Background: an optimization exercise with open tools, aiming at small area, a short achievable clock period and few clock cycles per item. Do not read the settings as production practice. Only simulation tests tie the RTL to the original design; equivalence was not proved.

==> job 2039: inputs <==
// simpdec
module simpdec (
    input  wire        clk,
    input  wire        rst,
    input  wire        in_valid,
    output wire        in_ready,
    input  wire [63:0] in_u,
    input  wire [63:0] in_p,
    input  wire [63:0] in_pr,
    output wire        out_valid,
    input  wire        out_ready,
    output wire [63:0] out_llr,
    output wire [63:0] out_ext,
    output wire        out_bit
);
    reg         av;
    reg  [63:0] au, ap, apr;
    reg  [1:0]  cnt;
    reg         wp, rp;
    reg  [63:0] q0_llr, q0_ext, q1_llr, q1_ext;
    reg         q0_bit, q1_bit;
    wire room = ~cnt[1];                        
    assign in_ready = ~av | room;
    wire push = av & room;
    assign out_valid = (cnt != 2'd0);
    wire pop = out_valid & out_ready;
    always @(posedge clk) begin
        if (rst) begin
            av <= 1'b0;
        end else if (in_ready) begin
            av <= in_valid;
        end
    end
    always @(posedge clk) begin
        if (in_ready) begin
            au  <= in_u;
            ap  <= in_p;
            apr <= in_pr;
        end
    end
    wire [63:0] t, llr, ext;
    wire        bit_w;
    fp64_add #(.DBL(1)) u_add_t (.a(au), .b(ap), .s(t));
    fp64_llr_ext u_llr_ext (.t(t), .pr(apr), .llr(llr), .ext(ext), .bit_o(bit_w));
    always @(posedge clk) begin
        if (rst) begin
            cnt <= 2'd0;
            wp  <= 1'b0;
            rp  <= 1'b0;
        end else begin
            cnt <= cnt + {1'b0, push} - {1'b0, pop};
            if (push) wp <= ~wp;
            if (pop)  rp <= ~rp;
        end
    end
    always @(posedge clk) begin
        if (push & ~wp) begin
            q0_llr <= llr;
            q0_ext <= ext;
            q0_bit <= bit_w;
        end
        if (push & wp) begin
            q1_llr <= llr;
            q1_ext <= ext;
            q1_bit <= bit_w;
        end
    end
    assign out_llr = rp ? q1_llr : q0_llr;
    assign out_ext = rp ? q1_ext : q0_ext;
    assign out_bit = rp ? q1_bit : q0_bit;
endmodule
==> flow/config.mk <==
export PLATFORM = sky130hd
export DESIGN_NAME = simpdec
export DESIGN_NICKNAME = simpdec
export VERILOG_FILES = /design/flow/design.v
export SDC_FILE = /design/flow/constraint.sdc
export NUM_CORES = 4
export LEC_CHECK = 0
export ABC_AREA = 1
export ABC_CLOCK_PERIOD_IN_PS = 40000
export CAP_MARGIN = 40
export CORE_MARGIN = 2
export CORE_UTILIZATION = 40
export PLACE_DENSITY = 0.55
export SLEW_MARGIN = 20
==> flow/constraint.sdc <==
create_clock -name core_clock -period 150.0 [get_ports {clk}]
set_input_delay 30.0000 -clock core_clock [delete_from_list [all_inputs] [get_ports {clk}]]
set_output_delay 30.0000 -clock core_clock [all_outputs]
set_load 0.01 [all_outputs]
run.sh (not shown) runs the stock make flow with config.mk's settings and CLKGATE_MAP_FILE= SYNTH_SCRIPT=/design/flow/synth_recipe.tcl, a recipe that flattens the netlist after the stock synthesis.
==> job 7890 (differences from job 2039) <==
--- a/flow/design.v
+++ b/flow/design.v
@@ -29,16 +29,67 @@
         for (g = 0; g < 2; g = g + 1) begin
             z5[g] = z4[2*g+1] & z4[2*g];
             c5[5*g +: 5] = z4[2*g+1] ? {1'b1, c4[4*(2*g) +: 4]} : {1'b0, c4[4*(2*g+1) +: 4]};
         end
         c6 = z5[1] ? {1'b1, c5[4:0]} : {1'b0, c5[9:5]};
     end
     assign n = c6;
 endmodule
+module fp_addw #(
+    parameter W = 8
+) (
+    input  wire [W-1:0] a,
+    input  wire [W-1:0] b,
+    input  wire         cin,
+    output wire [W-1:0] s,
+    output wire         co
+);
+    reg [W-1:0] G, P, c;
+    integer l, i;
+    always @* begin
+        G = a & b;
+        P = a ^ b;
+        G[0] = G[0] | (P[0] & cin);
+        for (l = 0; (1 << l) < W; l = l + 1)
+            for (i = (2 << l) - 1; i < W; i = i + (2 << l)) begin
+                G[i] = G[i] | (P[i] & G[i - (1 << l)]);
+                P[i] = P[i] & P[i - (1 << l)];
+            end
+        for (l = 5; l >= 0; l = l - 1)
+            if ((1 << l) < W)
+                for (i = 3 * (1 << l) - 1; i < W; i = i + (2 << l)) begin
+                    G[i] = G[i] | (P[i] & G[i - (1 << l)]);
+                    P[i] = P[i] & P[i - (1 << l)];
+                end
+        c = {G[W-2:0], cin};
+    end
+    assign s  = a ^ b ^ c;
+    assign co = G[W-1];
+endmodule
+module fp_gtw #(
+    parameter W = 8
+) (
+    input  wire [W-1:0] a,
+    input  wire [W-1:0] b,
+    output wire         gt
+);
+    reg [W-1:0] G, T;
+    integer l, i;
+    always @* begin
+        G = b & ~a;
+        T = b | ~a;
+        for (l = 0; (1 << l) < W; l = l + 1)
+            for (i = (2 << l) - 1; i < W; i = i + (2 << l)) begin
+                G[i] = G[i] | (T[i] & G[i - (1 << l)]);
+                T[i] = T[i] & T[i - (1 << l)];
+            end
+    end
+    assign gt = G[W-1];
+endmodule
 module fp64_add_core #(
     parameter DBL = 0
 ) (
     input  wire [63:0] a,
     input  wire [63:0] b,
     output wire [63:0] s,         
     output wire        swap,      
     output wire [52:0] mx,
@@ -71,17 +122,17 @@
     wire b_nan = eb_max & ~fb_z;
     wire a_inf = ea_max & fa_z;
     wire b_inf = eb_max & fb_z;
     assign nonfin = ea_max | eb_max;
     wire ha = |ea;
     wire hb = |eb;
     wire [10:0] ea_e = {ea[10:1], ea[0] | ~ha};
     wire [10:0] eb_e = {eb[10:1], eb[0] | ~hb};
-    assign swap = (b[62:0] > a[62:0]);
+    fp_gtw #(.W(64)) u_cmp (.a({1'b0, a[62:0]}), .b({1'b0, b[62:0]}), .gt(swap));
     assign sx = swap ? sb : sa;
     wire   sy = swap ? sa : sb;
     assign ex_e = swap ? eb_e : ea_e;
     assign ey_e = swap ? ea_e : eb_e;
     assign mx = swap ? {hb, fb} : {ha, fa};
     assign my = swap ? {ha, fa} : {hb, fb};
     wire [10:0] dab = ea_e - eb_e;
     wire [10:0] dba = eb_e - ea_e;
@@ -98,31 +149,37 @@
                 stk = stk | |(v & ((56'd1 << (1 << k)) - 56'd1));
                 v   = v >> (1 << k);
             end
         end
     end
     wire [55:0] xal = {mx, 3'b000};
     wire [55:0] yal = {v[55:1], v[0] | stk};
     assign sub = sx ^ sy;
-    assign sum = {1'b0, xal} + {sub, yal ^ {56{sub}}} + {56'd0, sub};
+    wire [55:0] sum_lo;
+    wire        sum_co;
+    fp_addw #(.W(56)) u_add (.a(xal), .b(yal ^ {56{sub}}), .cin(sub), .s(sum_lo), .co(sum_co));
+    assign sum = {sum_co ^ sub, sum_lo};
     wire [5:0]  lz;
     fp_lzc64 u_lzc (.x({sum[55:0], 8'h80}), .n(lz));
     wire [11:0] exd = {1'b0, ex_e} + DBL;             
     wire [11:0] cap = exd - 12'd1;
     wire [5:0]  lsh = ({6'd0, lz} < cap) ? lz : cap[5:0];
     wire [55:0] nl  = sum[55:0] << lsh;
     wire [55:0] nrm = sum[56] ? {sum[56:2], sum[1] | sum[0]} : nl;
     wire [11:0] en  = sum[56] ? exd + 12'd1 : exd - {6'd0, lsh};
     wire [52:0] m  = nrm[55:3];
     assign g   = nrm[2];
     assign r   = nrm[1];
     assign st  = nrm[0];
     assign inc = g & (r | st | m[0]);
-    wire [53:0] mr   = {1'b0, m} + {53'd0, inc};
+    wire [52:0] mr_lo;
+    wire        mr_co;
+    fp_addw #(.W(53)) u_inc (.a(m), .b(53'd0), .cin(inc), .s(mr_lo), .co(mr_co));
+    wire [53:0] mr   = {mr_co, mr_lo};
     wire [11:0] ef   = en + {11'd0, mr[53]};
     assign ovf = (ef >= 12'd2047);
     wire [10:0] efld = (mr[52] | mr[53]) ? ef[10:0] : 11'd0;
     wire zero = (sum == 57'd0);
     assign s = (a_nan | b_nan | (a_inf & b_inf & (sa ^ sb))) ? QNAN :
                (a_inf | b_inf | (ovf & ~zero)) ? {sx, 11'h7FF, 52'd0} :
                zero ? {sx & sy, 63'd0} :
                {sx, efld, mr[51:0]};
@@ -168,22 +225,28 @@
         for (gi = 0; gi < 54; gi = gi + 1) begin : g_tm
             assign tm[gi] = (dsh > gi);
         end
     endgenerate
     wire [52:0] mk = cy ? {tm[51:0], 1'b1} : nosh ? tm[52:0] : tm[53:1];
     wire [52:0] oh = {tm[51:0], 1'b1} & ~tm[52:0];      
     wire [52:0] rf = (my & mk) ^ (oh & {53{cy & mx[0]}});
     wire negsel = inc ^ sub;
-    reg  [52:0] below;
-    integer i;
+    reg  [52:0] po;
+    integer l, i;
     always @* begin
-        below[0] = 1'b0;
-        for (i = 1; i < 53; i = i + 1) below[i] = below[i-1] | rf[i-1];
+        po = rf;
+        for (l = 0; (1 << l) < 53; l = l + 1)
+            for (i = (2 << l) - 1; i < 53; i = i + (2 << l))
+                po[i] = po[i] | po[i - (1 << l)];
+        for (l = 5; l >= 0; l = l - 1)
+            for (i = 3 * (1 << l) - 1; i < 53; i = i + (2 << l))
+                po[i] = po[i] | po[i - (1 << l)];
     end
+    wire [52:0] below = {po[51:0], 1'b0};
     wire [52:0] em = mk & (rf ^ (below & {53{negsel}}));
     wire        ez = ~|em;
     wire [5:0]  lze;
     fp_lzc64 u_lzc (.x({em, 11'h400}), .n(lze));
     wire [10:0] cape = ey_e - 11'd1;
     wire [5:0]  she  = ({5'd0, lze} < cape) ? lze : cape[5:0];
     wire [52:0] ne   = em << she;
     wire [10:0] ee   = ne[52] ? ey_e - {5'd0, she} : 11'd0;
@@ -223,39 +286,51 @@
     output wire        out_bit
 );
     reg         av;
     reg  [63:0] au, ap, apr;
     reg  [1:0]  cnt;
     reg         wp, rp;
     reg  [63:0] q0_llr, q0_ext, q1_llr, q1_ext;
     reg         q0_bit, q1_bit;
+    reg         mv;
+    reg  [63:0] mt, mpr;
     wire room = ~cnt[1];                        
-    assign in_ready = ~av | room;
-    wire push = av & room;
+    wire push = mv & room;
+    wire m_en = ~mv | room;
+    assign in_ready = ~av | m_en;
     assign out_valid = (cnt != 2'd0);
     wire pop = out_valid & out_ready;
     always @(posedge clk) begin
         if (rst) begin
             av <= 1'b0;
-        end else if (in_ready) begin
-            av <= in_valid;
+            mv <= 1'b0;
+        end else begin
+            if (in_ready) av <= in_valid;
+            if (m_en)     mv <= av;
         end
     end
     always @(posedge clk) begin
         if (in_ready) begin
             au  <= in_u;
             ap  <= in_p;
             apr <= in_pr;
         end
     end
-    wire [63:0] t, llr, ext;
-    wire        bit_w;
+    wire [63:0] t;
     fp64_add #(.DBL(1)) u_add_t (.a(au), .b(ap), .s(t));
-    fp64_llr_ext u_llr_ext (.t(t), .pr(apr), .llr(llr), .ext(ext), .bit_o(bit_w));
+    always @(posedge clk) begin
+        if (m_en) begin
+            mt  <= t;
+            mpr <= apr;
+        end
+    end
+    wire [63:0] llr, ext;
+    wire        bit_w;
+    fp64_llr_ext u_llr_ext (.t(mt), .pr(mpr), .llr(llr), .ext(ext), .bit_o(bit_w));
     always @(posedge clk) begin
         if (rst) begin
             cnt <= 2'd0;
             wp  <= 1'b0;
             rp  <= 1'b0;
         end else begin
             cnt <= cnt + {1'b0, push} - {1'b0, pop};
             if (push) wp <= ~wp;
==> results.txt <==
                                                                     job 7890    job 2039
Worst path bufs/invs                                                        4          35
Starting utilization of the core area                                   40.4%       40.1%
Cell count of the worst hold path                                           0           2
Multi-input gate share of total cell area                               56.2%       63.2%
Inverter count of the layout excluding clock inverters                   1356        1257
CTS sink cnt                                                              584         455
Relative area of clock buffers and inverters in the final design        2.73%       1.96%
Die width                                                              410 µm      421 µm
Fraction of the mapped netlist area in compound gates                   16.3%       14.7%
Mean routed wirelength per cell                                       22.1 µm     26.7 µm
Post-placement setup slack                                          117.45 ns   109.41 ns
Number of instances in the synthesized netlist                          10400       11200
Detailed-route wire length on metal 1                               122000 µm   138000 µm
Nonclk buf count                                                          521         525
Run status                                   no timing/DRC/antenna violations  no timing/DRC/antenna violations
Flip-flop and latch share of the layout cell area                       23.8%       18.0%
Number of non-filler instances in the completed layout                  12700       13700
Total routing usage reported by global routing                          32.2%       39.3%
Max Fanout on Critical Path                                                81         125
Critical path depth in cells                                                6         203
Non-clock buffer area fraction after layout                             6.61%       6.59%
Testbench counts of job 2039, summed over its fixed seeds: cycles 160,016, items 160,000.
Testbench counts of job 7890, summed over its fixed seeds: cycles 160,024, items 160,000.

[what the ideal ports hide]
The results above use ideal ports. As a check the final layouts listed here were re-extracted and re-timed, cells and wires unchanged.
Step 1: set_driving_cell puts a clkbuf_16 on clk and a buf_2 on each other input, an assumption about the parent block.
Step 2 adds t to the input delays and takes it off the output delays; t is the mean of the earliest and latest rising clock arrival at the registers after step 1. Input paths then give back, and output paths get back, about the clock's delay inside the block.
Three values: ideal ports, drivers, drivers and shift; two values: the first two.
run	t, ns	slack for setup (ns)	worst setup path at the end	cell pins on the clock port's net
job 2039	0.759	108.529 / 108.529 / 108.529	register to register	1
job 7890	0.770	117.011 / 116.919 / 117.689	register to output	1
After both steps every run listed still meets setup and hold.
